This design comes from an exercise in tuning for small area, a short achievable clock period and few clock cycles per item on the open sky130 flow, not from production work. At most, simulation tests tie the RTL to the original design; equivalence was not proved. The RTL of runs 3 to 6 was laid out without a check of its function.

===== flow/flow/abc.script =====
strash
&get -n
&dch -x
&nf -R 1000
&put
buffer -c
topo
stime -c
upsize -c
dnsize -c

===== flow/standard.sh =====
#!/bin/bash
# synth_recipe.tcl (not shown) runs the flow's synth.tcl, then flattens the netlist and writes it again
# the make line also repeats each setting of config.mk as NAME=value (left out here)
make -C /OpenROAD-flow-scripts/flow DESIGN_CONFIG=/design/flow/config.mk WORK_HOME=/design/flow/orfs CLKGATE_MAP_FILE= SYNTH_SCRIPT=/design/flow/synth_recipe.tcl "${@:-finish}"

===== flow/flow/setup_margin =====
7.0

===== flow/design.v =====
module aes_sbox_a (input wire [7:0] x, input wire dec, output wire [11:0] m);
    wire t9 = x[0] ^ x[6];
    wire t10 = x[5] ^ t9;
    wire t11 = x[1] ^ x[2];
    wire t12 = x[7] ^ t10;
    wire t13 = x[1] ^ t10;
    wire t14 = t11 ^ t12;
    wire t15 = x[4] ^ t10;
    wire t16 = x[3] ^ t9;
    wire t17 = t11 ^ t16;
    wire t18 = x[0] ^ x[1];
    wire t19 = x[3] ^ x[4];
    wire t20 = t18 ^ t19;
    wire t21 = x[7] ^ t20;
    wire t22 = x[4] ^ x[6];
    wire t23 = t18 ^ t22;
    wire t24 = x[3] ^ x[6];
    wire t25 = t18 ^ t24;
    wire t26 = x[4] ^ x[7];
    wire t27 = x[0] ^ x[3];
    wire t28 = x[4] ^ t27;
    wire t29 = x[5] ^ t23;
    wire t30 = x[7] ^ t22;
    wire t31 = x[2] ^ x[5];
    wire t32 = x[7] ^ t31;
    wire t33 = ~t22;
    wire t34 = ~t25;
    wire t35 = ~t23;
    wire t36 = ~t28;
    wire t37 = ~t30;
    wire t38 = ~t32;
    wire t39 = dec ? t33 : t13;
    wire t40 = dec ? t34 : t12;
    wire t41 = dec ? t26 : t14;
    wire t42 = dec ? t35 : t15;
    wire t43 = dec ? t36 : t10;
    wire t44 = dec ? t29 : t17;
    wire t45 = dec ? t37 : t21;
    wire t46 = dec ? t38 : x[0];
    wire t47 = t39 ^ t43;
    wire t48 = t40 ^ t44;
    wire t49 = t41 ^ t45;
    wire t50 = t42 ^ t46;
    wire t51 = t47 ^ t48;
    wire t52 = t48 ^ t50;
    wire t53 = t47 ^ t49;
    wire t54 = t39 ^ t41;
    wire t55 = t40 ^ t42;
    wire t56 = t43 ^ t45;
    wire t57 = t44 ^ t46;
    wire t58 = t54 ^ t55;
    wire t59 = t56 ^ t57;
    wire t60 = t58 & t59;
    wire t61 = t54 & t56;
    wire t62 = t60 ^ t61;
    wire t63 = t55 & t57;
    wire t64 = t60 ^ t63;
    wire t65 = t62 ^ t64;
    wire t66 = t39 ^ t40;
    wire t67 = t43 ^ t44;
    wire t68 = t66 & t67;
    wire t69 = t39 & t43;
    wire t70 = t68 ^ t69;
    wire t71 = t40 & t44;
    wire t72 = t68 ^ t71;
    wire t73 = t64 ^ t70;
    wire t74 = t65 ^ t72;
    wire t75 = t41 ^ t42;
    wire t76 = t45 ^ t46;
    wire t77 = t75 & t76;
    wire t78 = t41 & t45;
    wire t79 = t77 ^ t78;
    wire t80 = t42 & t46;
    wire t81 = t77 ^ t80;
    wire t82 = t64 ^ t79;
    wire t83 = t65 ^ t81;
    wire t84 = t51 ^ t73;
    wire t85 = t48 ^ t74;
    wire t86 = t52 ^ t82;
    wire t87 = t53 ^ t83;
    wire t88 = t84 ^ t86;
    wire t89 = t85 ^ t87;
    wire t90 = t88 ^ t89;
    wire t91 = t84 ^ t85;
    wire t92 = t86 ^ t87;
    wire t93 = t91 & t92;
    wire t94 = t84 & t86;
    wire t95 = t93 ^ t94;
    wire t96 = t85 & t87;
    wire t97 = t93 ^ t96;
    wire t98 = t88 ^ t95;
    wire t99 = t90 ^ t97;
    wire t100 = t98 ^ t99;
    wire t101 = t92 & t100;
    wire t102 = t86 & t99;
    wire t103 = t101 ^ t102;
    wire t104 = t87 & t98;
    wire t105 = t101 ^ t104;
    wire t106 = t91 & t100;
    wire t107 = t84 & t99;
    wire t108 = t106 ^ t107;
    wire t109 = t85 & t98;
    wire t110 = t106 ^ t109;
    assign m[0] = t39;
    assign m[1] = t40;
    assign m[2] = t41;
    assign m[3] = t42;
    assign m[4] = t43;
    assign m[5] = t44;
    assign m[6] = t45;
    assign m[7] = t46;
    assign m[8] = t103;
    assign m[9] = t105;
    assign m[10] = t108;
    assign m[11] = t110;
endmodule
module aes_sbox_b (input wire [11:0] m, input wire dec, output wire [7:0] y);
    wire t13 = m[8] ^ m[10];
    wire t14 = m[9] ^ m[11];
    wire t15 = m[4] ^ m[6];
    wire t16 = m[5] ^ m[7];
    wire t17 = t13 ^ t14;
    wire t18 = t15 ^ t16;
    wire t19 = t17 & t18;
    wire t20 = t13 & t15;
    wire t21 = t19 ^ t20;
    wire t22 = t14 & t16;
    wire t23 = t19 ^ t22;
    wire t24 = t21 ^ t23;
    wire t25 = m[8] ^ m[9];
    wire t26 = m[4] ^ m[5];
    wire t27 = t25 & t26;
    wire t28 = m[4] & m[8];
    wire t29 = t27 ^ t28;
    wire t30 = m[5] & m[9];
    wire t31 = t27 ^ t30;
    wire t32 = t23 ^ t29;
    wire t33 = t24 ^ t31;
    wire t34 = m[10] ^ m[11];
    wire t35 = m[6] ^ m[7];
    wire t36 = t34 & t35;
    wire t37 = m[6] & m[10];
    wire t38 = t36 ^ t37;
    wire t39 = m[7] & m[11];
    wire t40 = t36 ^ t39;
    wire t41 = t23 ^ t38;
    wire t42 = t24 ^ t40;
    wire t43 = m[0] ^ m[2];
    wire t44 = m[1] ^ m[3];
    wire t45 = t43 ^ t44;
    wire t46 = t17 & t45;
    wire t47 = t13 & t43;
    wire t48 = t46 ^ t47;
    wire t49 = t14 & t44;
    wire t50 = t46 ^ t49;
    wire t51 = t48 ^ t50;
    wire t52 = m[0] ^ m[1];
    wire t53 = t25 & t52;
    wire t54 = m[0] & m[8];
    wire t55 = t53 ^ t54;
    wire t56 = m[1] & m[9];
    wire t57 = t53 ^ t56;
    wire t58 = t50 ^ t55;
    wire t59 = t51 ^ t57;
    wire t60 = m[2] ^ m[3];
    wire t61 = t34 & t60;
    wire t62 = m[2] & m[10];
    wire t63 = t61 ^ t62;
    wire t64 = m[3] & m[11];
    wire t65 = t61 ^ t64;
    wire t66 = t50 ^ t63;
    wire t67 = t51 ^ t65;
    wire t68 = t32 ^ t66;
    wire t69 = t33 ^ t42;
    wire t70 = t41 ^ t68;
    wire t71 = t42 ^ t59;
    wire t72 = t58 ^ t69;
    wire t73 = t32 ^ t33;
    wire t74 = t58 ^ t73;
    wire t75 = t67 ^ t68;
    wire t76 = t71 ^ t75;
    wire t77 = t69 ^ t70;
    wire t78 = t41 ^ t66;
    wire t79 = ~t72;
    wire t80 = ~t74;
    wire t81 = ~t71;
    wire t82 = ~t78;
    wire t83 = t32 ^ t58;
    wire t84 = t42 ^ t66;
    wire t85 = t33 ^ t83;
    wire t86 = t41 ^ t59;
    wire t87 = t67 ^ t84;
    wire t88 = t41 ^ t85;
    wire t89 = t85 ^ t87;
    wire t90 = t42 ^ t58;
    wire t91 = t32 ^ t86;
    wire t92 = t87 ^ t91;
    wire t93 = t83 ^ t84;
    wire t94 = t86 ^ t93;
    wire t95 = t33 ^ t58;
    wire t96 = dec ? t67 : t79;
    wire t97 = dec ? t83 : t80;
    wire t98 = dec ? t88 : t76;
    wire t99 = dec ? t89 : t77;
    wire t100 = dec ? t90 : t70;
    wire t101 = dec ? t92 : t81;
    wire t102 = dec ? t94 : t82;
    wire t103 = dec ? t95 : t68;
    assign y[0] = t96;
    assign y[1] = t97;
    assign y[2] = t98;
    assign y[3] = t99;
    assign y[4] = t100;
    assign y[5] = t101;
    assign y[6] = t102;
    assign y[7] = t103;
endmodule
module aes_sboxf_a (input wire [7:0] x, output wire [11:0] m);
    wire t8 = x[0] ^ x[6];
    wire t9 = x[5] ^ t8;
    wire t10 = x[1] ^ x[2];
    wire t11 = x[7] ^ t9;
    wire t12 = x[1] ^ t9;
    wire t13 = t10 ^ t11;
    wire t14 = x[4] ^ t9;
    wire t15 = x[3] ^ t8;
    wire t16 = t10 ^ t15;
    wire t17 = x[0] ^ x[1];
    wire t18 = x[3] ^ x[4];
    wire t19 = t17 ^ t18;
    wire t20 = x[7] ^ t19;
    wire t21 = t9 ^ t12;
    wire t22 = t11 ^ t16;
    wire t23 = t13 ^ t20;
    wire t24 = x[0] ^ t14;
    wire t25 = t21 ^ t22;
    wire t26 = t22 ^ t24;
    wire t27 = t21 ^ t23;
    wire t28 = t12 ^ t13;
    wire t29 = t11 ^ t14;
    wire t30 = t9 ^ t20;
    wire t31 = x[0] ^ t16;
    wire t32 = t28 ^ t29;
    wire t33 = t30 ^ t31;
    wire t34 = t32 & t33;
    wire t35 = t28 & t30;
    wire t36 = t34 ^ t35;
    wire t37 = t29 & t31;
    wire t38 = t34 ^ t37;
    wire t39 = t36 ^ t38;
    wire t40 = t11 ^ t12;
    wire t41 = t9 ^ t16;
    wire t42 = t40 & t41;
    wire t43 = t9 & t12;
    wire t44 = t42 ^ t43;
    wire t45 = t11 & t16;
    wire t46 = t42 ^ t45;
    wire t47 = t38 ^ t44;
    wire t48 = t39 ^ t46;
    wire t49 = t13 ^ t14;
    wire t50 = x[0] ^ t20;
    wire t51 = t49 & t50;
    wire t52 = t13 & t20;
    wire t53 = t51 ^ t52;
    wire t54 = x[0] & t14;
    wire t55 = t51 ^ t54;
    wire t56 = t38 ^ t53;
    wire t57 = t39 ^ t55;
    wire t58 = t25 ^ t47;
    wire t59 = t22 ^ t48;
    wire t60 = t26 ^ t56;
    wire t61 = t27 ^ t57;
    wire t62 = t58 ^ t60;
    wire t63 = t59 ^ t61;
    wire t64 = t62 ^ t63;
    wire t65 = t58 ^ t59;
    wire t66 = t60 ^ t61;
    wire t67 = t65 & t66;
    wire t68 = t58 & t60;
    wire t69 = t67 ^ t68;
    wire t70 = t59 & t61;
    wire t71 = t67 ^ t70;
    wire t72 = t62 ^ t69;
    wire t73 = t64 ^ t71;
    wire t74 = t72 ^ t73;
    wire t75 = t66 & t74;
    wire t76 = t60 & t73;
    wire t77 = t75 ^ t76;
    wire t78 = t61 & t72;
    wire t79 = t75 ^ t78;
    wire t80 = t65 & t74;
    wire t81 = t58 & t73;
    wire t82 = t80 ^ t81;
    wire t83 = t59 & t72;
    wire t84 = t80 ^ t83;
    assign m[0] = t12;
    assign m[1] = t11;
    assign m[2] = t13;
    assign m[3] = t14;
    assign m[4] = t9;
    assign m[5] = t16;
    assign m[6] = t20;
    assign m[7] = x[0];
    assign m[8] = t77;
    assign m[9] = t79;
    assign m[10] = t82;
    assign m[11] = t84;
endmodule
module aes_sboxf_b (input wire [11:0] m, output wire [7:0] y);
    wire t12 = m[8] ^ m[10];
    wire t13 = m[9] ^ m[11];
    wire t14 = m[4] ^ m[6];
    wire t15 = m[5] ^ m[7];
    wire t16 = t12 ^ t13;
    wire t17 = t14 ^ t15;
    wire t18 = t16 & t17;
    wire t19 = t12 & t14;
    wire t20 = t18 ^ t19;
    wire t21 = t13 & t15;
    wire t22 = t18 ^ t21;
    wire t23 = t20 ^ t22;
    wire t24 = m[8] ^ m[9];
    wire t25 = m[4] ^ m[5];
    wire t26 = t24 & t25;
    wire t27 = m[4] & m[8];
    wire t28 = t26 ^ t27;
    wire t29 = m[5] & m[9];
    wire t30 = t26 ^ t29;
    wire t31 = t22 ^ t28;
    wire t32 = t23 ^ t30;
    wire t33 = m[10] ^ m[11];
    wire t34 = m[6] ^ m[7];
    wire t35 = t33 & t34;
    wire t36 = m[6] & m[10];
    wire t37 = t35 ^ t36;
    wire t38 = m[7] & m[11];
    wire t39 = t35 ^ t38;
    wire t40 = t22 ^ t37;
    wire t41 = t23 ^ t39;
    wire t42 = m[0] ^ m[2];
    wire t43 = m[1] ^ m[3];
    wire t44 = t42 ^ t43;
    wire t45 = t16 & t44;
    wire t46 = t12 & t42;
    wire t47 = t45 ^ t46;
    wire t48 = t13 & t43;
    wire t49 = t45 ^ t48;
    wire t50 = t47 ^ t49;
    wire t51 = m[0] ^ m[1];
    wire t52 = t24 & t51;
    wire t53 = m[0] & m[8];
    wire t54 = t52 ^ t53;
    wire t55 = m[1] & m[9];
    wire t56 = t52 ^ t55;
    wire t57 = t49 ^ t54;
    wire t58 = t50 ^ t56;
    wire t59 = m[2] ^ m[3];
    wire t60 = t33 & t59;
    wire t61 = m[2] & m[10];
    wire t62 = t60 ^ t61;
    wire t63 = m[3] & m[11];
    wire t64 = t60 ^ t63;
    wire t65 = t49 ^ t62;
    wire t66 = t50 ^ t64;
    wire t67 = t31 ^ t65;
    wire t68 = t32 ^ t41;
    wire t69 = t40 ^ t67;
    wire t70 = t41 ^ t58;
    wire t71 = t57 ^ t68;
    wire t72 = t31 ^ t32;
    wire t73 = t57 ^ t72;
    wire t74 = t66 ^ t67;
    wire t75 = t70 ^ t74;
    wire t76 = t68 ^ t69;
    wire t77 = t40 ^ t65;
    wire t78 = ~t71;
    wire t79 = ~t73;
    wire t80 = ~t70;
    wire t81 = ~t77;
    assign y[0] = t78;
    assign y[1] = t79;
    assign y[2] = t75;
    assign y[3] = t76;
    assign y[4] = t69;
    assign y[5] = t80;
    assign y[6] = t81;
    assign y[7] = t67;
endmodule
module aes_mixcol (
    input  wire [31:0] c,
    output wire [31:0] y
);
    wire [7:0] a0 = c[7:0];
    wire [7:0] a1 = c[15:8];
    wire [7:0] a2 = c[23:16];
    wire [7:0] a3 = c[31:24];
    wire [7:0] x0 = {a0[6:0], 1'b0} ^ (a0[7] ? 8'h1b : 8'h00);
    wire [7:0] x1 = {a1[6:0], 1'b0} ^ (a1[7] ? 8'h1b : 8'h00);
    wire [7:0] x2 = {a2[6:0], 1'b0} ^ (a2[7] ? 8'h1b : 8'h00);
    wire [7:0] x3 = {a3[6:0], 1'b0} ^ (a3[7] ? 8'h1b : 8'h00);
    assign y[7:0]   = x0 ^ (x1 ^ a1) ^ a2 ^ a3;
    assign y[15:8]  = a0 ^ x1 ^ (x2 ^ a2) ^ a3;
    assign y[23:16] = a0 ^ a1 ^ x2 ^ (x3 ^ a3);
    assign y[31:24] = (x0 ^ a0) ^ a1 ^ a2 ^ x3;
endmodule
module aes_inv_mixcol_pre (
    input  wire [31:0] c,
    output wire [31:0] y
);
    function [7:0] x4;   
        input [7:0] a;
        reg   [7:0] t;
        begin
            t  = {a[6:0], 1'b0} ^ (a[7] ? 8'h1b : 8'h00);
            x4 = {t[6:0], 1'b0} ^ (t[7] ? 8'h1b : 8'h00);
        end
    endfunction
    wire [7:0] u = x4(c[7:0]  ^ c[23:16]);
    wire [7:0] v = x4(c[15:8] ^ c[31:24]);
    assign y = {c[31:24] ^ v, c[23:16] ^ u, c[15:8] ^ v, c[7:0] ^ u};
endmodule
module aes256_core (
    input  wire         clk,
    input  wire         rst,
    input  wire         start,
    input  wire [1:0]   op,
    input  wire [255:0] key,
    input  wire [127:0] din,
    output reg          ready,
    output reg          done,
    output reg          err,
    output reg  [127:0] dout
);
    function [127:0] sig;
        input [127:0] a;
        sig = {a[63:32], a[95:64], a[127:96], a[31:0]};
    endfunction
    reg [255:0] ks;          
    reg [255:0] ke;          
    reg         kv;          
    reg         wpend;       
    reg         wact;        
    reg         v1, d1, x1;  
    reg [3:0]   c1;          
    reg [127:0] s1;          
    reg [255:0] k1;          
    reg         v2, d2, x2;
    reg [3:0]   c2;
    reg [191:0] m2;          
    reg [47:0]  q2;          
    reg [255:0] k2;
    reg         v3, d3, x3;
    reg [3:0]   c3;
    reg [127:0] u3;          
    reg [31:0]  w3;          
    reg [255:0] k3;
    wire last3 = (c3 == 4'd13);
    wire free3 = !v3 || last3;      
    genvar gi;
    wire [127:0] sr;
    wire [191:0] ma;
    wire [47:0]  qa;
    generate
        for (gi = 0; gi < 16; gi = gi + 1) begin : g_a
            assign sr[8*gi+7:8*gi] =
                s1[8*((gi % 4) + 4*(((gi / 4) + (gi % 4)) % 4)) +: 8];
            aes_sbox_a u_sa (.x(sr[8*gi+7:8*gi]), .dec(d1), .m(ma[12*gi+11:12*gi]));
        end
        for (gi = 0; gi < 4; gi = gi + 1) begin : g_ka
            aes_sboxf_a u_ka (.x(k1[224+8*gi+7:224+8*gi]), .m(qa[12*gi+11:12*gi]));
        end
    endgenerate
    wire [127:0] b;
    wire [31:0]  sw;
    generate
        for (gi = 0; gi < 16; gi = gi + 1) begin : g_b
            aes_sbox_b u_sb (.m(m2[12*gi+11:12*gi]), .dec(d2), .y(b[8*gi+7:8*gi]));
        end
        for (gi = 0; gi < 4; gi = gi + 1) begin : g_kb
            aes_sboxf_b u_kb (.m(q2[12*gi+11:12*gi]), .y(sw[8*gi+7:8*gi]));
        end
    endgenerate
    wire [127:0] ub = d2 ? (b ^ sig(k2[255:128])) : b;
    wire [127:0] rk = k3[255:128];
    wire [127:0] ns;
    generate
        for (gi = 0; gi < 4; gi = gi + 1) begin : g_mc
            wire [31:0] pre, mc;
            aes_inv_mixcol_pre u_pre (.c(u3[32*gi+31:32*gi]), .y(pre));
            aes_mixcol u_mc (.c(d3 ? pre : u3[32*gi+31:32*gi]), .y(mc));
            assign ns[32*gi+31:32*gi] = mc ^ (d3 ? 32'h0 : rk[32*gi+31:32*gi]);
        end
    endgenerate
    wire [127:0] res = d3 ? sig(u3) : (u3 ^ rk);
    wire [7:0]  rcon = d3 ? (8'h40 >> c3[3:1]) : (8'h01 << c3[3:1]);
    wire [31:0] t    = c3[0] ? w3 : ({w3[7:0], w3[31:8]} ^ {24'h0, rcon});
    wire [31:0] l0 = k3[31:0], l1 = k3[63:32], l2 = k3[95:64], l3 = k3[127:96];
    wire [31:0] p1 = l1 ^ l0;
    wire [31:0] p2 = d3 ? (l2 ^ l1) : (l2 ^ l1 ^ l0);
    wire [31:0] p3 = d3 ? (l3 ^ l2) : (l3 ^ l2 ^ l1 ^ l0);
    wire [31:0] te = d3 ? 32'h0 : t;
    wire [31:0] n0 = l0 ^ t;
    wire [31:0] n1 = p1 ^ te;
    wire [31:0] n2 = p2 ^ te;
    wire [31:0] n3 = p3 ^ te;
    wire [255:0] nk = {n3, n2, n1, n0, k3[255:128]};
    wire acc     = start && ready;
    wire blk     = acc && (op != 2'b00);
    wire launch  = blk && kv;
    wire wlaunch = wpend && free3;
    wire ldec    = op[1] && !wpend;
    wire [127:0] s_new = ldec ? sig(din ^ ke[255:128]) : (din ^ ks[127:0]);
    wire [255:0] k_new = ldec ? {ke[127:0], ke[255:128]} : ks;
    wire wpend_n = wlaunch ? 1'b0 : (acc && op == 2'b00) ? 1'b1 : wpend;
    wire wact_n  = (v3 && last3 && x3) ? 1'b0 : wlaunch ? 1'b1 : wact;
    always @(posedge clk) begin
        v2 <= v1; d2 <= d1; x2 <= x1; c2 <= c1;
        m2 <= ma; q2 <= qa; k2 <= k1;
        v3 <= v2; d3 <= d2; x3 <= x2; c3 <= c2;
        u3 <= ub; w3 <= sw; k3 <= k2;
        dout <= res;
        done <= 1'b0;
        err  <= 1'b0;
        if (free3) begin
            s1 <= s_new;
            k1 <= k_new;
        end else begin
            s1 <= ns;
            k1 <= nk;
        end
        if (launch) begin
            v1 <= 1'b1; d1 <= op[1]; x1 <= 1'b0; c1 <= 4'd0;
        end else if (wlaunch) begin
            v1 <= 1'b1; d1 <= 1'b0; x1 <= 1'b1; c1 <= 4'd0;
        end else begin
            v1 <= v3 && !last3; d1 <= d3; x1 <= x3; c1 <= c3 + 4'd1;
        end
        ready <= !wpend_n && !wact_n && (!v2 || c2 == 4'd13);
        if (acc && op == 2'b00) begin
            ks <= key;
            kv <= 1'b1;
        end
        wpend <= wpend_n;
        wact  <= wact_n;
        if (blk && !kv) begin
            done <= 1'b1;
            err  <= 1'b1;
        end
        if (v3 && last3) begin
            done <= 1'b1;
            if (x3) begin
                ke <= k3;
            end
        end
        if (rst) begin
            v1 <= 1'b0; v2 <= 1'b0; v3 <= 1'b0;
            kv <= 1'b0; wpend <= 1'b0; wact <= 1'b0;
            done <= 1'b0;
            ready <= 1'b1;
        end
    end
endmodule

===== flow/config.mk =====
export PLATFORM = sky130hd
export DESIGN_NAME = aes256_core
export DESIGN_NICKNAME = aes256_core
export VERILOG_FILES = /design/flow/design.v
export SDC_FILE = /design/flow/constraint.sdc
export NUM_CORES = 8
export LEC_CHECK = 0
export CAP_MARGIN = 20
export CORE_MARGIN = 2
export CORE_UTILIZATION = 40
export SLEW_MARGIN = 20

===== flow/constraint.sdc =====
create_clock -name core_clock -period 10.0 [get_ports {clk}]
set_input_delay 2.0000 -clock core_clock [delete_from_list [all_inputs] [get_ports {clk}]]
set_output_delay 2.0000 -clock core_clock [all_outputs]
set_load 0.01 [all_outputs]

===== flow/flow/run.sh =====
#!/bin/bash
# Own flow: the standard layout, but synthesis maps with an ABC script
# suited to XOR-heavy logic (flow/abc.script) and skips the full/half adder
# extraction. Everything else (registers, flattening, renaming, all layout
# steps) is the standard flow's.
set -euo pipefail
W=$(pwd)
SYN=$FLOW_HOME/scripts/synth.tcl
# 1) synthesis script: ORFS synth.tcl with the two changes
sed -e 's|^\(\s*\)\[env_var_exists_and_non_empty ADDER_MAP_FILE\] &&|\10 \&\& [env_var_exists_and_non_empty ADDER_MAP_FILE] \&\&|' \
    -e "s|^\(\s*\)log_cmd abc {\*}\$abc_args|\1log_cmd abc -script $W/flow/abc.script {*}[lrange \$abc_args 2 end]|" \
    "$SYN" > "$W/synth_own.tcl"
grep -q '0 && \[env_var_exists_and_non_empty ADDER_MAP_FILE\]' "$W/synth_own.tcl"
grep -q "log_cmd abc -script $W/flow/abc.script" "$W/synth_own.tcl"
sed "s|source \$::env(SCRIPTS_DIR)/synth.tcl|source $W/synth_own.tcl|" synth_recipe.tcl > "$W/synth_recipe_own.tcl"
grep -q "source $W/synth_own.tcl" "$W/synth_recipe_own.tcl"
# 2) the standard layout command with that synthesis script
# timing repair aims this far below the clock period (ns)
MARGIN=$(cat "$W/flow/setup_margin")
sed -e "s|SYNTH_SCRIPT=[^ ]*|SYNTH_SCRIPT=$W/synth_recipe_own.tcl|" \
    -e "s|\"\${@:-finish}\"|SETUP_SLACK_MARGIN=$MARGIN \"\${@:-finish}\"|" standard.sh > "$W/standard_own.sh"
grep -q "SETUP_SLACK_MARGIN=$MARGIN" "$W/standard_own.sh"
grep -q "SYNTH_SCRIPT=$W/synth_recipe_own.tcl" "$W/standard_own.sh"
bash "$W/standard_own.sh" > "$W/flow_make.log" 2>&1

==> results of run 1 <==
## final cells by class
class / count / area [sq um] / area share
Multi-Input combinational cell: 6787 / 53500 / 0.444
Sequential cell: 1959 / 44800 / 0.371
Timing Repair Buffer: 1047 / 10700 / 0.0884
Clock buffer: 285 / 5900 / 0.0489
Tap cell: 3026 / 3790 / 0.0314
Clock inverter: 108 / 1440 / 0.0119
Inverter: 119 / 459 / 0.00381
Antenna cell: 40 / 100 / 0.000830
## flip-flops by register name, summed over array words and instances (netlist names), 32 cells and up
register / count
w3: 32
k1: 256
s1: 128
m2: 192
dout: 128
ke: 256
k3: 256
q2: 44
k2: 256
ks: 256
u3: 128
## cell usage after synthesis (all sizes together), types with 8 or more instances
master	instances	area, sq um
a21boi	9	67.6
a21o	17	128
a21oi	379	1960
a31oi	102	638
and2	15	93.8
buf	70	329
clkbuf	213	800
dfxtp	1447	29000
edfxtp	512	15400
inv	118	443
mux2	13	146
mux2i	195	1950
nand2	1005	3770
nand2b	55	352
nor2	693	2600
nor2b	57	357
nor3	10	50.1
o211ai	14	105
o21a	29	218
o21ai	660	3340
o22ai	17	113
o2bb2ai	10	87.6
o31ai	10	75.1
or2	8	50.1
or3	31	194
xnor2	2467	21700
xor2	933	8210
## through the flow
| stage | hold slack (ps) | area, sq um |
|---|---|---|
| 2_1_floorplan | 310 | 92500 |
| 3_3_place_gp | 310 | 101000 |
| 3_5_place_dp | 312 | 101000 |
| 4_1_cts | 283 | 114000 |
| 5_1_grt | 291 | 121000 |
| 6_report | 284 | 121000 |
## final timing paths
check	from	endpoint	slack [ps]	cells past startpoint
worst max-delay path	s1[111]	m2[118]	6380	15
worst min-delay path	k1[36]	k2[36]	280	0
worst max register to register	s1[111]	m2[118]	6380	15
worst min register to register	k1[36]	k2[36]	280	0
## metal layers
metal  GRT usage  vias up  share of wire
li1            -    31600              -
met3      0.0502      675          0.088
met2       0.471     3424           0.44
met1       0.419    34800           0.41
met4       0.139       14          0.055
met5     0.00367        -        0.00027
## kinds of logic (layout without fill, tap and decap cells)
kind of cell,after synthesis,count (layout),share of synthesized area
xor gates and xnor gates,3401,3401,0.323
DFF,1959,1959,0.479
and+or+nand+nor,1893,1901,0.0821
AOI/OAI and AO/OA,1277,1277,0.0754
buffers and inverters,402,1559,0.0170
muxes,208,208,0.0227
other,0,40,0
## worst max-delay path, cell delays in order (launching register included)
cell and delay, ps:
dfxtp_1 740, xnor2_1 200, xnor2_1 130, nand2_1 60, o21ai_1 300, xnor2_1 260
nand2_1 210, xor2_4 240, xnor2_2 160, xnor2_2 170, or2_4 270, a21oi_2 130
o22ai_2 110, xnor2_2 190, nor2_2 70, o31ai_1 230
## timing repair
item                       4_1_cts  5_1_grt
gates resized for setup       1383      717
pin swaps                      199      293
cloned                          29       18
hold buffers                     0        0
setup endpoints to repair      968      610
setup buffers                  237      208
## cells in the final DEF (no fill, tap or decap), types with 49 or more instances in the layout
cell type,count
buf_4,402
nor2b_1,49
mux2i_1,192
a21oi_2,63
xor2_2,165
dfxtp_1,1228
nand2_1,977
xor2_1,721
inv_1,112
xnor2_1,2064
clkdlybuf4s50_1,387
o21ai_2,49
a31oi_1,102
edfxtp_1,512
a21oi_1,291
dfxtp_2,165
buf_6,144
xnor2_4,52
o21ai_0,564
clkbuf_16,230
nor2_1,654
dfxtp_4,54
xnor2_2,351
==> results.json, run 1 <==
{
  "cts_tree": "done",
  "stdcell_count": 13400,
  "firstDrtPassIters": 6,
  "grt_pass1_vias": 67200,
  "slew_headroom": 0.193,
  "grt_max_degree": 110,
  "placedCellCount": 12400,
  "worstHoldPathType": "reg2reg",
  "area_delta_synth_final_pct": 30.4,
  "finClkSkew_ps": 67.6,
  "grt_overflow_total": 0,
  "clk_pin_slew_ps": 60,
  "synth_nets": 9529,
  "track_usage": 0.306,
  "insertion_delay_ps": 920,
  "setup_ws_ps": 6380,
  "syn_area_sq_um": 92500,
  "final_core_util": 0.525,
  "clock-sinks": 1959,
  "dieWidth_um": 485,
  "fin_crit_sh": 0.362,
  "nFillCells": 20000,
  "syn-instance-count": 9140,
  "endpoint_kind": "register",
  "std_cell_rows": 176,
  "finalNetCount": 10500,
  "antenna_found_initial": 60,
  "max_cap_viol_count": 0,
  "portBuffers": 519,
  "yosysSeqAreaShare": 0.479,
  "synth-edff-count": 512,
  "die_area_sq_um": 235000,
  "numCtsBuffers": 206,
  "routed_wl_um": 382000,
  "die_h_um": 485,
  "ys_types": 59,
  "synthFlopType": "dfxtp_1",
  "drv_slew": 0,
  "fmax_mhz": 276,
  "setup_tns_ps": 0,
  "drc": 0,
  "synth.yosys.warnings": 2,
  "worst_pin_slew_ps": 1200,
  "drive_gt1_frac": 0.208,
  "htreeDepth": 4,
  "routed_via_density": 5.27,
  "vias": 70400,
  "syn_area_per_cell_sq_um": 10.1,
  "start_util": 0.402,
  "run_status": "complete, no violations",
  "startpoint_type": "register",
  "cp_data_required_time_ps": 10790,
  "worstPathArrival_ps": 4410,
  "setup_viol": 0,
  "core-area_sq_um": 230000,
  "finalWeightedCongestion": 1.01,
  "wire_per_inst_um": 28.6,
  "dp_hpwl_um": 272000,
  "grt_first_pass_wirelength_um": 507000,
  "path_class": "reg2reg",
  "root_buffer": "clkbuf_16",
  "clk_path_buf_depth": 3,
  "grt_setup_unrepaired": "yes",
  "async_flop_share": 0,
  "pre_cts_slack_ps": 4780,
  "fin_crit_ps": 3620,
  "cp_max_fo": 5,
  "synth_seq_cells": 1959,
  "drt_iter0_markers": 7902,
  "ant_nets": 0,
  "hold_viol_final": 0,
  "ios": 520
}
Testbench counts, summed over its fixed seeds: cycles 12,192, blocks 768.
==> run 2, diff against run 1 <==
==> flow/flow/setup_margin (replaced) <==
6.5
==> run 2 against run 1 <==
Net effect: register-to-register slack improved by 80 ps; area after synthesis unchanged; via count decreased by 5.5%; first-iteration DRC count decreased by 13%; largest cell class unchanged.
==> results.json, run 2 <==
{
  "synthMuxAreaShare": 0.0227,
  "nFillCells": 21000,
  "dp_hpwl_um": 263000,
  "yosysMostFrequentCell": "xnor2_1",
  "path_class": "reg2reg",
  "cts_hold_buffers": 0,
  "clk_pin_slew_ps": 70,
  "startpoint_type": "register",
  "ff_latch_area_sq_um": 44500,
  "placedCellCount": 12400,
  "synth-xor-area-share": 0.323,
  "cts_tree": "done",
  "run_status": "complete, no violations",
  "synth_nets": 9529,
  "ios": 520,
  "start_util": 0.402,
  "syn_area_per_cell_sq_um": 10.1,
  "critical_path_buf_inv_count": 2,
  "crit_top_cell": "o21ai_0",
  "fin_crit_ps": 3540,
  "insertion_delay_ps": 870,
  "drive_gt1_frac": 0.0919,
  "hold_viol_final": 0,
  "synth_top_family_by_area": "XOR/XNOR gates",
  "grt_pass1_vias": 64600,
  "cp_slowest_cell": "o21ai_0",
  "vias": 66600,
  "die_area_sq_um": 235000,
  "synthSimpleGateAreaFrac": 0.0821,
  "synth_compound_area_frac": 0.0754,
  "synth_fa_ha_area_frac": 0,
  "finClkSkew_ps": 39.4,
  "area_delta_synth_final_pct": 20.2,
  "yosysTopAreaCellShare": 0.313,
  "grt_first_pass_wirelength_um": 473000,
  "async_flop_share": 0,
  "dieWidth_um": 485,
  "drc": 0,
  "max_cap_viol_count": 0,
  "worstHoldPathType": "reg2reg",
  "clk_path_buf_depth": 3,
  "synth_seq_cells": 1959,
  "cp_max_fo": 32,
  "syn-instance-count": 9140,
  "ys_types": 59,
  "setup_viol": 0,
  "die_h_um": 485,
  "drt_iter0_markers": 6908,
  "numCtsBuffers": 204,
  "setup_tns_ps": 0,
  "core-area_sq_um": 230000,
  "yosys.area.top_type": "dfxtp_1",
  "cp_slowest_stage_delay_ps": 690,
  "firstDrtPassIters": 6,
  "drv_slew": 0,
  "portBuffers": 519,
  "final_cell_mix": "2358 x xnor2_1, 1380 x dfxtp_1, 1003 x nand2_1, 867 x xor2_1, 686 x nor2_1",
  "mostFrequentLayoutCell": "xnor2_1",
  "synth-edff-count": 512,
  "routed_via_density": 5.14,
  "track_usage": 0.281,
  "antenna_found_initial": 56,
  "worstPathArrival_ps": 4220,
  "finalNetCount": 10100,
  "worst_pin_slew_ps": 1100,
  "fin_crit_sh": 0.354,
  "crit_path_cell_trace": "inv_8, buf_4, a21oi_1, o21ai_0, xor2_1, xor2_1, xnor2_1, o21ai_0, o21ai_0",
  "synth.area.top_cells": "dfxtp_1 31%, xnor2_1 23%, edfxtp_1 17%",
  "synth.yosys.warnings": 2,
  "syn_area_sq_um": 92500,
  "root_buffer": "clkbuf_16",
  "grt_max_degree": 152,
  "clock-sinks": 1959,
  "slew_headroom": 0.261,
  "routed_wl_um": 343000,
  "cp_data_required_time_ps": 10680,
  "stdcell_count": 13000,
  "synthFlopType": "dfxtp_1",
  "grt_overflow_total": 0,
  "ant_nets": 0,
  "wire_per_inst_um": 26.4,
  "critical_path.top_delay_family": "compound AO/OA/AOI/OAI gates",
  "endpoint_kind": "register",
  "grt_setup_unrepaired": "yes",
  "netlist_top_cells_count": "2459 x xnor2_1, 1447 x dfxtp_1, 1005 x nand2_1, 928 x xor2_1, 692 x nor2_1",
  "yosysSeqAreaShare": 0.479,
  "finalWeightedCongestion": 0.990,
  "multi_input_area_sq_um": 48400,
  "htreeDepth": 4,
  "std_cell_rows": 176,
  "fmax_mhz": 282
}
[run 2: cell counts after synthesis]
No cell type changed its count.
[run 2: per-layer routing]
metal	part of all wire	global-route usage
met1	0.43	0.383
met4	0.053	0.132
met3	0.079	0.0513
met2	0.44	0.431
met5	0.00025	0.00306
[run 2: cell families (layout without fill, tap and decap cells)]
family | after synthesis | after routing
other | 0 | 27
buffers and inverters | 402 | 1173
multiplexers | 208 | 208
AO/OA/AOI/OAI | 1277 | 1277
AND/OR/NAND/NOR | 1893 | 1895
flip-flops | 1959 | 1959
XOR/XNOR | 3401 | 3401
[run 2: worst paths after layout]
check / start / endpoint / slack [ps] / cells after the start
worst max register to register: d3 / s1[6] / 6460 / 9
worst min-delay path: k1[37] / k2[37] / 310 / 0
worst min register to register: k1[37] / k2[37] / 310 / 0
worst max-delay path: d3 / s1[6] / 6460 / 9
[run 2: layout make-up]
cell class | instances | area share
diodes | 27 | 0.000608
clock buffers | 269 | 0.0525
clock inverters | 119 | 0.0119
inverters | 119 | 0.00409
multi-input cells | 6781 | 0.436
flip-flops and latches | 1959 | 0.400
well taps | 3026 | 0.0341
repair buffers | 666 | 0.0608
[run 2: worst reg2reg max path, cell delays in order (launching register included)]
cell     delay (ps)
dfxtp_4         460
inv_8           330
buf_4           450
a21oi_1          80
o21ai_0         150
xor2_1          330
xor2_1          480
xnor2_1         170
o21ai_0         700
o21ai_0         210
[run 2: repair_timing]
action / CTS / global route
setup endpoints to repair: 638 / 255
setup buffers: 23 / 72
pin swaps: 11 / 51
gates resized for setup: 454 / 252
gates cloned: 8 / 2
[run 2: stage by stage]
step	util	setup WS, ps	hold WS, ps	area [sq um]
after floorplan	-	928	310	92500
after global placement	0.438	4780	310	101000
after detailed placement	0.438	4760	312	101000
after CTS	0.475	6480	307	109000
after global routing	0.483	6320	317	111000
final	0.483	6460	310	111000
==> run 3, diff against run 2 <==
--- a/flow/design.v
+++ b/flow/design.v
@@ -455,7 +455,8 @@
     reg [31:0]  w3;          
     reg [255:0] k3;
     wire last3 = (c3 == 4'd13);
-    wire free3 = !v3 || last3;      
+    reg  free3;                     
+    reg  fin3;                      
     genvar gi;
     wire [127:0] sr;
     wire [191:0] ma;
@@ -512,11 +513,13 @@
     wire [127:0] s_new = ldec ? sig(din ^ ke[255:128]) : (din ^ ks[127:0]);
     wire [255:0] k_new = ldec ? {ke[127:0], ke[255:128]} : ks;
     wire wpend_n = wlaunch ? 1'b0 : (acc && op == 2'b00) ? 1'b1 : wpend;
-    wire wact_n  = (v3 && last3 && x3) ? 1'b0 : wlaunch ? 1'b1 : wact;
+    wire wact_n  = fin3 ? 1'b0 : wlaunch ? 1'b1 : wact;
     always @(posedge clk) begin
         v2 <= v1; d2 <= d1; x2 <= x1; c2 <= c1;
         m2 <= ma; q2 <= qa; k2 <= k1;
         v3 <= v2; d3 <= d2; x3 <= x2; c3 <= c2;
+        free3 <= !v2 || (c2 == 4'd13);
+        fin3  <= v2 && (c2 == 4'd13) && x2;
         u3 <= ub; w3 <= sw; k3 <= k2;
         dout <= res;
         done <= 1'b0;
@@ -546,14 +549,13 @@
             done <= 1'b1;
             err  <= 1'b1;
         end
-        if (v3 && last3) begin
+        if (v3 && last3)
             done <= 1'b1;
-            if (x3) begin
-                ke <= k3;
-            end
-        end
+        if (fin3)
+            ke <= k3;
         if (rst) begin
             v1 <= 1'b0; v2 <= 1'b0; v3 <= 1'b0;
+            free3 <= 1'b1; fin3 <= 1'b0;
             kv <= 1'b0; wpend <= 1'b0; wact <= 1'b0;
             done <= 1'b0;
             ready <= 1'b1;
==> flow/flow/run.sh (replaced) <==
#!/bin/bash
# Own flow: the standard layout (standard.sh) with three changes:
#  - synthesis maps with an ABC script suited to XOR-heavy logic
#    (flow/abc.script) and skips the full/half adder extraction; registers,
#    flattening and renaming are the standard synthesis's;
#  - timing repair aims SETUP_SLACK_MARGIN ns below the clock period;
#  - ports are buffered with a plain buffer cell.
set -euo pipefail
W=$(pwd)
MARGIN=6.5
SYN=$FLOW_HOME/scripts/synth.tcl
sed -e 's|^\(\s*\)\[env_var_exists_and_non_empty ADDER_MAP_FILE\] &&|\10 \&\& [env_var_exists_and_non_empty ADDER_MAP_FILE] \&\&|' \
    -e "s|^\(\s*\)log_cmd abc {\*}\$abc_args|\1log_cmd abc -script $W/flow/abc.script {*}[lrange \$abc_args 2 end]|" \
    "$SYN" > "$W/synth_own.tcl"
grep -q '0 && \[env_var_exists_and_non_empty ADDER_MAP_FILE\]' "$W/synth_own.tcl"
grep -q "log_cmd abc -script $W/flow/abc.script" "$W/synth_own.tcl"
sed "s|source \$::env(SCRIPTS_DIR)/synth.tcl|source $W/synth_own.tcl|" synth_recipe.tcl > "$W/synth_recipe_own.tcl"
grep -q "source $W/synth_own.tcl" "$W/synth_recipe_own.tcl"
sed -e "s|SYNTH_SCRIPT=[^ ]*|SYNTH_SCRIPT=$W/synth_recipe_own.tcl|" \
    -e "s|\"\${@:-finish}\"|SETUP_SLACK_MARGIN=$MARGIN \"\${@:-finish}\"|" standard.sh > "$W/standard_own.sh"
grep -q "SYNTH_SCRIPT=$W/synth_recipe_own.tcl" "$W/standard_own.sh"
grep -q "SETUP_SLACK_MARGIN=$MARGIN" "$W/standard_own.sh"
export BUFFER_PORTS_ARGS="-buffer_cell sky130_fd_sc_hd__buf_1"
bash "$W/standard_own.sh" > "$W/flow_make.log" 2>&1
removed: flow/flow/setup_margin
==> run 3 against run 2 <==
Net effect: flip-flop and latch count up 2; wire length up 5.0%; core utilization down 1.3 points; global-route usage up 1.4 points; first-iteration DRC count up 7.9%; critical path depth up 8; synthesized cell count up 0.21%; worst setup slack worse by 28 ps; critical path type unchanged.
==> results.json, run 3 <==
{
  "mostFrequentLayoutCell": "xnor2_1",
  "vias": 68000,
  "fmax_mhz": 280,
  "synth_compound_area_frac": 0.0872,
  "routed_wl_um": 360000,
  "synthSimpleGateAreaFrac": 0.0803,
  "final_cell_mix": "2218 x xnor2_1, 1379 x dfxtp_1, 917 x xor2_1, 888 x nand2_1, 820 x nor2_1",
  "rr_endpoint": "m2[176]",
  "grt_overflow_total": 0,
  "nFillCells": 21400,
  "grt_pass1_vias": 64900,
  "syn_area_per_cell_sq_um": 10.1,
  "syn_area_sq_um": 92400,
  "clock-sinks": 1961,
  "pre_cts_slack_ps": 5180,
  "ff_latch_area_sq_um": 44500,
  "clk_pin_slew_ps": 70,
  "max_cap_viol_count": 0,
  "multi_input_area_sq_um": 48400,
  "std_cell_rows": 176,
  "grtUsageMet3": 0.0490,
  "drive_gt1_frac": 0.101,
  "numCtsBuffers": 206,
  "yosysSeqAreaShare": 0.480,
  "drv_slew": 0,
  "grt_util_met2": 0.428,
  "cts_tree": "done",
  "grt_first_pass_wirelength_um": 490000,
  "synth_seq_cells": 1961,
  "setup_ws_ps": 6430,
  "fin_crit_sh": 0.357,
  "critical_path_buf_inv_count": 0,
  "dp_hpwl_um": 281000,
  "routed_via_density": 5.23,
  "finalNetCount": 10100,
  "crit_path_cell_trace": "xor2_4, xnor2_4, xor2_2, xor2_2, o21ai_4, xnor2_2, xnor2_1, nor2_2, xnor2_4, xor2_4, xor2_2, nand2_1, o21ai_1, nand2_2, xor2_2, nand2_2, a31o_1",
  "die_h_um": 485,
  "min_from": "k1[186]",
  "ant_nets": 0,
  "area_delta_synth_final_pct": 17.1,
  "cp_max_fo": 4,
  "synth_nets": 9548,
  "grt_setup_unrepaired": "yes",
  "stdcell_count": 13000,
  "busiest_layer": "met2",
  "yosysTopAreaCellShare": 0.314,
  "netlist_top_cells_count": "2321 x xnor2_1, 1449 x dfxtp_1, 989 x xor2_1, 896 x nand2_1, 829 x nor2_1",
  "setup_viol": 0,
  "worst-r2r-setup-slack_ps": 6430,
  "hold_viol_final": 0,
  "grt_max_degree": 215,
  "startpoint_type": "register",
  "min_to": "k2[186]",
  "synthFlopType": "dfxtp_1",
  "fin_crit_ps": 3570,
  "critical_path.top_delay_family": "XOR/XNOR gates",
  "yosysMostFrequentCell": "xnor2_1",
  "antenna_found_initial": 84,
  "synth-edff-count": 512,
  "drc": 0,
  "drt_iter0_markers": 7456,
  "worst_pin_slew_ps": 1150,
  "insertion_delay_ps": 890,
  "placedCellCount": 12500,
  "slew_headroom": 0.208,
  "worstPathArrival_ps": 4320,
  "yosys.area.top_type": "dfxtp_1",
  "rr_startpoint": "s1[48]",
  "htreeDepth": 4,
  "firstDrtPassIters": 6,
  "core-area_sq_um": 230000,
  "worstHoldPathType": "reg2reg",
  "synth_fa_ha_area_frac": 0,
  "wire_per_inst_um": 27.7,
  "async_flop_share": 0,
  "synth-xor-area-share": 0.318,
  "dieWidth_um": 485,
  "cp_slowest_stage_delay_ps": 390,
  "synth.yosys.warnings": 2,
  "reg2reg_depth": 17,
  "syn-instance-count": 9159,
  "track_usage": 0.295,
  "die_area_sq_um": 235000,
  "synth_top_family_by_area": "XOR/XNOR gates",
  "crit_top_cell": "xor2_2",
  "grt_use_met1": 0.424,
  "cp_slowest_cell": "dfxtp_4",
  "synthMuxAreaShare": 0.0160,
  "cp_data_required_time_ps": 10750,
  "start_util": 0.402,
  "path_class": "reg2reg",
  "finalWeightedCongestion": 1.02,
  "ys_types": 60,
  "whs_path_depth": 0,
  "ios": 520,
  "run_status": "complete, no violations",
  "synth.area.top_cells": "dfxtp_1 31%, xnor2_1 22%, edfxtp_1 17%",
  "finClkSkew_ps": 54.2,
  "endpoint_kind": "register",
  "setup_tns_ps": 0,
  "portBuffers": 519,
  "root_buffer": "clkbuf_16",
  "clk_path_buf_depth": 3
}
==> run 3: changes by cell type after synthesis, moves of 10 or more <==
cell      change
o22ai_1     +172
xnor2_1     -138
nor2_1      +137
nand2_1     -109
mux2i_1     -107
xor2_1       +61
o21ai_0      -56
mux2_2       +39
or3_1        -31
a21boi_0     +25
a31oi_1      -18
o21bai_1     +15
o21a_1       +11
a21oi_1      -10
==> run 3: routing by layer <==
layer,share of wire,wire length (um)
met1,0.45,160000
met2,0.42,151000
met3,0.082,29400
met4,0.052,18800
met5,0.00044,160
==> run 3: repair_timing <==
action | CTS | global route
gates resized for setup | 189 | 266
gates cloned | 5 | 3
hold buffers | 0 | 0
setup endpoints to repair | 315 | 179
setup buffers | 18 | 83
pin swaps | 12 | 81
==> run 3: metrics by stage <==
stage | cell area (sq um) | hold slack [ps] | util
after floorplan | 92400 | 310 | -
after global placement | 97500 | 310 | 0.424
after global routing | 108000 | 322 | 0.471
after detailed placement | 97500 | 312 | 0.424
after CTS | 106000 | 317 | 0.461
final | 108000 | 312 | 0.471
==> run 3: how the worst max path moves through the flow <==
stage | startpoint | endpoint | depth (start not counted) | slack (ps)
after global routing | s1[48] | m2[176] | 17 | 6240
final | s1[48] | m2[176] | 17 | 6430
after global placement | op[1] | s1[28] | 9 | 5130
after CTS | s1[22] | m2[131] | 15 | 6490
after detailed placement | op[1] | s1[28] | 9 | 5180
after floorplan | start | ready | 5 | 1250
==> run 3: logic make-up (layout without fill, tap and decap cells) <==
group | after synthesis | count (layout)
muxes | 141 | 141
AOI/OAI and AO/OA | 1424 | 1424
DFF | 1961 | 1961
xor gates and xnor gates | 3334 | 3334
other | 0 | 36
buffers and inverters | 420 | 1190
and+or+nand+nor | 1879 | 1881
==> run 3: area by class of cell <==
type	instances	area share
antenna	36	0.000832
clock buffer	271	0.0550
clock inverter	117	0.0132
inverter	128	0.00447
multi-input combinational	6780	0.447
sequential	1961	0.411
tap	3026	0.0350
timing repair buffer	674	0.0333
==> run 4, diff against run 3 <==
--- a/flow/config.mk
+++ b/flow/config.mk
@@ -8,4 +8,6 @@
 export CAP_MARGIN = 20
 export CORE_MARGIN = 2
 export CORE_UTILIZATION = 40
+export CTS_BUF_LIST = sky130_fd_sc_hd__clkbuf_4 sky130_fd_sc_hd__clkbuf_8 sky130_fd_sc_hd__clkbuf_16
+export CTS_CLUSTER_SIZE = 30
 export SLEW_MARGIN = 20
==> run 4 against run 3 <==
Net effect: worst setup slack worse by 6.9 ps; largest cell class unchanged; wire length hardly changed; critical endpoint unchanged; flip-flop and latch count stayed put.
==> results.json, run 4 <==
{
  "syn_area_per_cell_sq_um": 10.1,
  "die_h_um": 485,
  "synth_nets": 9548,
  "cts_hold_buffers": 0,
  "drc": 0,
  "cp-startpoint": "s1[48]",
  "grt_max_degree": 215,
  "fin_crit_ps": 3580,
  "finClkSkew_ps": 53.8,
  "htreeDepth": 4,
  "mostFrequentLayoutCell": "xnor2_1",
  "nFillCells": 21400,
  "crit_path_cell_trace": "xor2_4, xnor2_4, xor2_2, xor2_2, o21ai_4, xnor2_2, xnor2_1, nor2_2, xnor2_4, xor2_4, xor2_2, nand2_1, o21ai_1, nand2_2, xor2_2, nand2_2, a31o_1",
  "syn_area_sq_um": 92400,
  "grt_pass1_vias": 64900,
  "grt_setup_unrepaired": "yes",
  "placedCellCount": 12500,
  "root_buffer": "clkbuf_16",
  "ios": 520,
  "netlist_top_cells_count": "2321 x xnor2_1, 1449 x dfxtp_1, 989 x xor2_1, 896 x nand2_1, 829 x nor2_1",
  "min_from": "k1[186]",
  "final_core_util": 0.471,
  "stdcell_count": 13000,
  "clk_path_buf_depth": 3,
  "dp_hpwl_um": 281000,
  "setup_tns_ps": 0,
  "hold_viol_final": 0,
  "slew_headroom": 0.191,
  "std_cell_rows": 176,
  "worstHoldPathType": "reg2reg",
  "cts_tree": "done",
  "insertion_delay_ps": 890,
  "worstPathArrival_ps": 4320,
  "antenna_found_initial": 82,
  "ys_types": 60,
  "cp_data_required_time_ps": 10750,
  "yosys.area.top_type": "dfxtp_1",
  "cp_max_fo": 4,
  "startpoint_type": "register",
  "numCtsBuffers": 206,
  "path_class": "reg2reg",
  "worst_pin_slew_ps": 1180,
  "finalWeightedCongestion": 1.02,
  "yosysSeqAreaShare": 0.480,
  "rr_startpoint": "s1[48]",
  "grt_first_pass_wirelength_um": 490000,
  "yosysTopAreaCellShare": 0.314,
  "synth-edff-count": 512,
  "portBuffers": 519,
  "fmax_mhz": 280,
  "synth_seq_cells": 1961,
  "synth.area.top_cells": "dfxtp_1 31%, xnor2_1 22%, edfxtp_1 17%",
  "max_cap_viol_count": 0,
  "synthFlopType": "dfxtp_1",
  "crit_top_cell": "xor2_2",
  "finalNetCount": 10100,
  "cp_slowest_stage_delay_ps": 400,
  "routed_via_density": 5.23,
  "final_cell_mix": "2219 x xnor2_1, 1378 x dfxtp_1, 917 x xor2_1, 888 x nand2_1, 820 x nor2_1",
  "ant_nets": 0,
  "wire_per_inst_um": 27.7,
  "fin_crit_sh": 0.358,
  "hold_ws_ps": 313,
  "syn-instance-count": 9159,
  "routed_wl_um": 360000,
  "drive_gt1_frac": 0.103,
  "clk_pin_slew_ps": 70,
  "firstDrtPassIters": 7,
  "reg2reg_depth": 17,
  "synth.yosys.warnings": 2,
  "dieWidth_um": 485,
  "die_area_sq_um": 235000,
  "cp_slowest_cell": "dfxtp_4",
  "yosysMostFrequentCell": "xnor2_1",
  "grt_overflow_total": 0,
  "drt_iter0_markers": 7589,
  "area_delta_synth_final_pct": 17.2,
  "core-area_sq_um": 230000,
  "start_util": 0.402,
  "vias": 67900,
  "track_usage": 0.295,
  "whs_path_depth": 0,
  "setup_viol": 0,
  "run_status": "complete, no violations",
  "clock-sinks": 1961,
  "drv_slew": 0,
  "async_flop_share": 0,
  "endpoint_kind": "register"
}
-- run 4: metal layers --
| metal | GRT usage | routed length, um | up-vias |
|---|---|---|---|
| met1 | 0.423 | 161000 | 33300 |
| met3 | 0.0494 | 29200 | 563 |
| met2 | 0.427 | 151000 | 2999 |
| met5 | 0 | 162 | - |
| li1 | - | - | 31100 |
| met4 | 0.145 | 19400 | 24 |
-- run 4: worst max-delay path: cells and delay by family, from the launching register on --
kind	cells	cell delay [ps]
compound gates	3	440
xor+xnor	10	2230
flops	1	400
simple gates	4	410
-- run 4: cell families (layout without fill, tap and decap cells) --
kind of cell    Yosys count  after routing  share of synthesized area
other cells               0             37                          0
buf+inv                 420           1190                     0.0178
xor+xnor               3334           3334                      0.318
flops                  1961           1961                      0.480
simple gates           1879           1881                     0.0803
mux                     141            141                     0.0160
compound gates         1424           1424                     0.0872
-- run 4: path summary, 6_finish.rpt --
check             to  slack, ps
min reg2reg  k2[186]        310
max          m2[176]       6420
min          k2[186]        310
max reg2reg  m2[176]       6420
-- run 4: cell type report --
class | instances | area [sq um] | share of cell area
multi-input combinational | 6780 | 48300 | 0.446
sequential | 1961 | 44500 | 0.411
clock buffer | 271 | 6040 | 0.0557
tap | 3026 | 3790 | 0.0350
timing repair buffer | 674 | 3600 | 0.0333
clock inverter | 117 | 1430 | 0.0132
inverter | 128 | 484 | 0.00447
antenna | 37 | 92.6 | 0.000855
-- run 4: what timing repair did --
item,4_1_cts,5_1_grt
resized for setup,189,266
cloned,5,3
setup endpoints to repair,315,179
setup buffers,18,83
pin swaps,12,81
-- run 4: stage by stage --
| stage | instance area [sq um] | setup WS, ps |
|---|---|---|
| 2_1_floorplan | 92400 | 1250 |
| 3_3_place_gp | 97500 | 5130 |
| 3_5_place_dp | 97500 | 5180 |
| 4_1_cts | 106000 | 6490 |
| 5_1_grt | 108000 | 6240 |
| 6_report | 108000 | 6420 |
==> run 5, diff against run 4 <==
--- a/flow/config.mk
+++ b/flow/config.mk
@@ -8,6 +8,7 @@
 export CAP_MARGIN = 20
 export CORE_MARGIN = 2
 export CORE_UTILIZATION = 40
-export CTS_BUF_LIST = sky130_fd_sc_hd__clkbuf_4 sky130_fd_sc_hd__clkbuf_8 sky130_fd_sc_hd__clkbuf_16
+export CTS_BUF_LIST = sky130_fd_sc_hd__clkbuf_16
+export CTS_CLUSTER_DIAMETER = 50
 export CTS_CLUSTER_SIZE = 30
 export SLEW_MARGIN = 20
==> run 5 against run 4 <==
Net effect: highest routed layer unchanged; maximum frequency up 3.3%; core utilization up 0.15 points; hold slack worse by 13 ps; cell count about the same; first-iteration DRC count up 0.82%; synthesized cell count unchanged; critical path depth down 2; die area unchanged.
==> results.json, run 5 <==
{
  "core-area_sq_um": 230000,
  "placedCellCount": 12500,
  "fin_area_sq_um": 109000,
  "endpoint_kind": "register",
  "async_flop_share": 0,
  "area_delta_synth_final_pct": 17.6,
  "cp_slowest_stage_delay_ps": 380,
  "startpoint_type": "register",
  "synthFlopType": "dfxtp_1",
  "fin_crit_sh": 0.346,
  "dp_hpwl_um": 281000,
  "grt_overflow_total": 0,
  "setup_ws_ps": 6540,
  "grt_first_pass_wirelength_um": 490000,
  "finClkSkew_ps": 57.4,
  "grt_max_degree": 215,
  "grt_setup_unrepaired": "yes",
  "drt_iter0_markers": 7651,
  "run_status": "complete, no violations",
  "max_cap_viol_count": 0,
  "insertion_delay_ps": 900,
  "std_cell_rows": 176,
  "critical_path_buf_inv_count": 0,
  "yosysMostFrequentCell": "xnor2_1",
  "synth_nets": 9548,
  "syn_area_per_cell_sq_um": 10.1,
  "grt_pass1_vias": 64900,
  "setup_viol": 0,
  "root_buffer": "clkbuf_16",
  "setup_tns_ps": 0,
  "synth-edff-count": 512,
  "slew_headroom": 0.180,
  "portBuffers": 519,
  "crit_path_cell_trace": "xor2_2, xnor2_2, xor2_2, xor2_1, o21ai_4, xnor2_2, a21oi_1, mux2_4, xnor2_4, xor2_2, nand2_1, mux2i_2, xnor2_2, nand2_1, xnor2_1",
  "die_area_sq_um": 235000,
  "netlist_top_cells_count": "2321 x xnor2_1, 1449 x dfxtp_1, 989 x xor2_1, 896 x nand2_1, 829 x nor2_1",
  "syn_area_sq_um": 92400,
  "worst_pin_slew_ps": 1220,
  "routed_via_density": 5.24,
  "antenna_found_initial": 89,
  "fmax_mhz": 289,
  "stdcell_count": 13000,
  "nFillCells": 21400,
  "finalWeightedCongestion": 1.02,
  "cts_hold_buffers": 0,
  "wire_per_inst_um": 27.7,
  "drive_gt1_frac": 0.105,
  "clk_path_buf_depth": 3,
  "fin_crit_ps": 3460,
  "cp_max_fo": 6,
  "pre_cts_slack_ps": 5180,
  "syn-instance-count": 9159,
  "synth.area.top_cells": "dfxtp_1 31%, xnor2_1 22%, edfxtp_1 17%",
  "firstDrtPassIters": 5,
  "yosys.area.top_type": "dfxtp_1",
  "die_h_um": 485,
  "routed_wl_um": 360000,
  "ys_types": 60,
  "yosysTopAreaCellShare": 0.314,
  "drc": 0,
  "drv_slew": 0,
  "htreeDepth": 4,
  "start_util": 0.402,
  "finalNetCount": 10200,
  "worstPathArrival_ps": 4200,
  "path_class": "reg2reg",
  "worstHoldPathType": "reg2reg",
  "dieWidth_um": 485,
  "cts_tree": "done",
  "ant_nets": 0,
  "clk_pin_slew_ps": 90,
  "track_usage": 0.295,
  "numCtsBuffers": 201,
  "synth.yosys.warnings": 2,
  "hold_viol_final": 0,
  "ios": 520,
  "final_cell_mix": "2214 x xnor2_1, 1377 x dfxtp_1, 914 x xor2_1, 890 x nand2_1, 817 x nor2_1",
  "mostFrequentLayoutCell": "xnor2_1",
  "vias": 68100,
  "synth_seq_cells": 1961,
  "cp_data_required_time_ps": 10740,
  "cp_slowest_cell": "dfxtp_4",
  "critical_path.top_delay_family": "XOR/XNOR gates",
  "dpl_cell_area_sq_um": 97500,
  "yosysSeqAreaShare": 0.480,
  "clock-sinks": 1961
}
-- run 5: worst register-to-register path: cells and delay by family (launching register included) --
family | cells | cell delay, ps
XOR/XNOR | 9 | 1900
multiplexers | 2 | 620
flip-flops | 1 | 380
AO/OA/AOI/OAI | 2 | 230
AND/OR/NAND/NOR | 2 | 200
-- run 5: worst paths after layout --
kind | cells after the start | slack [ps] | end | start
worst min register to register | 0 | 300 | k3[23] | k2[23]
worst max-delay path | 15 | 6540 | m2[131] | s1[16]
worst max register to register | 15 | 6540 | m2[131] | s1[16]
worst min-delay path | 0 | 300 | k3[23] | k2[23]
-- run 5: cells by family after synthesis --
kind of cell              share of synthesized area
muxes                                        0.0160
and+or+nand+nor                              0.0803
xor gates and xnor gates                      0.318
AOI/OAI and AO/OA                            0.0872
buffers and inverters                        0.0178
DFF                                           0.480
-- run 5: metrics by stage --
step	util	hold WS, ps
after floorplan	-	310
final	0.473	300
after detailed placement	0.424	312
after global routing	0.472	314
after CTS	0.463	305
after global placement	0.424	310
-- run 5: cell type report --
| class | instances | area (sq um) | share of cell area |
|---|---|---|---|
| Multi-Input combinational cell | 6780 | 48400 | 0.446 |
| Sequential cell | 1961 | 44500 | 0.410 |
| Clock buffer | 206 | 5150 | 0.0474 |
| Tap cell | 3026 | 3790 | 0.0348 |
| Timing Repair Buffer | 689 | 3720 | 0.0342 |
| Clock inverter | 178 | 2450 | 0.0225 |
| Inverter | 128 | 484 | 0.00446 |
| Antenna cell | 37 | 92.6 | 0.000852 |
-- run 5: routing by layer --
layer / share of wire / wire (um) / global-route usage / vias to the layer above
met5: 0.00039 / 139 / 0 / -
met4: 0.054 / 19300 / 0.146 / 20
met3: 0.084 / 30300 / 0.0514 / 542
met2: 0.42 / 150000 / 0.425 / 3032
met1: 0.44 / 160000 / 0.423 / 33400
li1: - / - / - / 31100
-- run 5: timing repair --
action | in CTS | in global routing
setup endpoints to repair | 284 | 178
gates cloned | 6 | 3
setup buffers | 37 | 78
pin swaps | 25 | 82
gates resized for setup | 198 | 269
==> run 6, diff against run 5 <==
--- a/flow/config.mk
+++ b/flow/config.mk
@@ -9,6 +9,6 @@
 export CORE_MARGIN = 2
 export CORE_UTILIZATION = 40
 export CTS_BUF_LIST = sky130_fd_sc_hd__clkbuf_16
-export CTS_CLUSTER_DIAMETER = 50
-export CTS_CLUSTER_SIZE = 30
+export CTS_CLUSTER_DIAMETER = 60
+export CTS_CLUSTER_SIZE = 25
 export SLEW_MARGIN = 20
==> run 6 against run 5 <==
Net effect: largest cell class unchanged; maximum frequency decreased by 1.7%; cell count down 0.71%; still clean on timing, DRC and antenna; critical endpoint is now k1[199]; die area is the same; register-to-register slack got worse by 60 ps.
==> results.json, run 6 <==
{
  "hold_ws_ps": 317,
  "cts_hold_buffers": 0,
  "insertion_delay_ps": 860,
  "htreeDepth": 4,
  "syn_area_per_cell_sq_um": 10.1,
  "setup_ws_ps": 6480,
  "routed_via_density": 5.24,
  "vias": 67700,
  "cp_data_required_time_ps": 10680,
  "grt_first_pass_wirelength_um": 488000,
  "synth.area.top_cells": "dfxtp_1 31%, xnor2_1 22%, edfxtp_1 17%",
  "synth_seq_cells": 1961,
  "cts_tree": "done",
  "grt_overflow_total": 0,
  "clock-sinks": 1961,
  "setup_viol": 0,
  "worstHoldPathType": "reg2reg",
  "finalNetCount": 10100,
  "nFillCells": 21600,
  "max_cap_viol_count": 0,
  "start_util": 0.402,
  "drt_iter0_markers": 7569,
  "clk_path_buf_depth": 3,
  "yosysTopAreaCellShare": 0.314,
  "numCtsBuffers": 158,
  "yosys.area.top_type": "dfxtp_1",
  "drc": 0,
  "synth-edff-count": 512,
  "ys_types": 60,
  "hold_viol_final": 0,
  "fin_crit_ps": 3520,
  "routed_wl_um": 359000,
  "grt_setup_unrepaired": "yes",
  "ant_nets": 0,
  "synth_nets": 9548,
  "final_cell_mix": "2211 x xnor2_1, 1378 x dfxtp_1, 914 x xor2_1, 887 x nand2_1, 815 x nor2_1",
  "mostFrequentLayoutCell": "xnor2_1",
  "setup_tns_ps": 0,
  "netlist_top_cells_count": "2321 x xnor2_1, 1449 x dfxtp_1, 989 x xor2_1, 896 x nand2_1, 829 x nor2_1",
  "portBuffers": 519,
  "core-area_sq_um": 230000,
  "synthFlopType": "dfxtp_1",
  "syn-instance-count": 9159,
  "root_buffer": "clkbuf_16",
  "run_status": "complete, no violations",
  "finClkSkew_ps": 60.4
}
[run 6: cell counts after synthesis]
Identical to the previous run, type by type.
[run 6: path summary, 6_finish.rpt]
check                           slack, ps      end     from  cells past startpoint
worst min-delay path                  320  k2[137]  k1[137]                      0
worst max register to register       6480  k1[199]       d3                     10
worst max-delay path                 6480  k1[199]       d3                     10
worst min register to register        320  k2[137]  k1[137]                      0
[run 6: kinds of logic (layout without fill, tap and decap cells)]
logic type             Yosys count  after routing  synth area share
XOR/XNOR                      3334           3334             0.318
multiplexers                   141            141            0.0160
AO/OA/AOI/OAI                 1424           1424            0.0872
AND/OR/NAND/NOR               1879           1881            0.0803
other                            0             35                 0
buffers and inverters          420           1111            0.0178
flip-flops                    1961           1961             0.480
[run 6: layout make-up]
| class | count | area, sq um | area share |
|---|---|---|---|
| clock buffer | 163 | 4080 | 0.0382 |
| multi-input combinational | 6780 | 48600 | 0.455 |
| antenna | 35 | 87.6 | 0.000820 |
| clock inverter | 135 | 1640 | 0.0154 |
| timing repair buffer | 685 | 3660 | 0.0343 |
| sequential | 1961 | 44500 | 0.417 |
| inverter | 128 | 484 | 0.00453 |
| tap | 3026 | 3790 | 0.0354 |
[run 6: worst max-delay path, stage by stage (launching register included)]
cell     delay, ps
dfxtp_4        410
buf_4          160
buf_8          170
nor2b_1        370
nand3_1        160
xnor2_1        170
mux2i_1        880
xor2_1         240
nor2_1          80
xnor2_1        400
o22ai_1        170
[run 6: what timing repair did]
action | in CTS | in global routing
pin swaps | 15 | 91
setup buffers | 24 | 87
resized for setup | 197 | 276
hold endpoints to repair | 0 | 0
cloned | 6 | 3
setup endpoints to repair | 319 | 190
[run 6: metrics by stage]
| stage | std cells | area, sq um | utilization |
|---|---|---|---|
| 2_1_floorplan | 9159 | 92400 | - |
| 3_5_place_dp | 12500 | 97500 | 0.424 |
| 3_3_place_gp | 12500 | 97500 | 0.424 |
| 4_1_cts | 12800 | 104000 | 0.454 |
| 6_report | 12900 | 107000 | 0.465 |
| 5_1_grt | 12900 | 107000 | 0.464 |
[run 6: per-layer routing]
metal | wire (um) | share of wire | global-route usage | up-vias
met5 | 114 | 0.00032 | 0 | -
met3 | 28600 | 0.080 | 0.0472 | 480
met2 | 151000 | 0.42 | 0.425 | 2887
li1 | - | - | - | 31000
met4 | 18100 | 0.050 | 0.136 | 16
met1 | 161000 | 0.45 | 0.426 | 33300

separate check: timing with driven ports:
The results above use ideal ports. As a check the final layouts listed here were re-extracted and re-timed, cells and wires unchanged.
Step 1, drivers: a clkbuf_16 drives clk and a buf_2 each remaining input, both assumed.
Step 2 moves the port delays by t, midway between the first and last clock arrival at a register: inputs arrive t later, outputs are due t later. That takes back most of the time a late clock gives input paths.
a / b / c = ideal / step 1 / step 2; a / b = the first two.
| run | shift t [ns] | setup WS [ns] | hold WS [ns] | worst data-port slew with drivers (ns) | pins driven straight from the clock port |
|---|---|---|---|---|---|
| run 1 | 0.982 | 6.377 / 6.377 / 6.097 | 0.284 / 0.284 / 0.284 | 0.24 | 1 |
| run 2 | 0.953 | 6.459 / 6.445 / 5.671 | 0.310 / 0.310 / 0.310 | 0.16 | 1 |
| run 3 | 0.954 | 6.431 / 6.431 / 5.577 | 0.312 / 0.312 / 0.312 | 0.28 | 1 |
| run 4 | 0.953 | 6.424 / 6.424 / 5.571 | 0.313 / 0.313 / 0.313 | 0.26 | 1 |
| run 5 | 0.967 | 6.539 / 6.468 / 5.677 | 0.300 / 0.300 / 0.300 | 0.26 | 1 |
| run 6 | 0.920 | 6.479 / 6.460 / 5.748 | 0.317 / 0.317 / 0.317 | 0.28 | 1 |
After both steps every run listed still meets setup and hold. For run 5, which loses most, drivers alone change the setup slack by -0.071 ns; drivers and shift together by -0.862 ns.
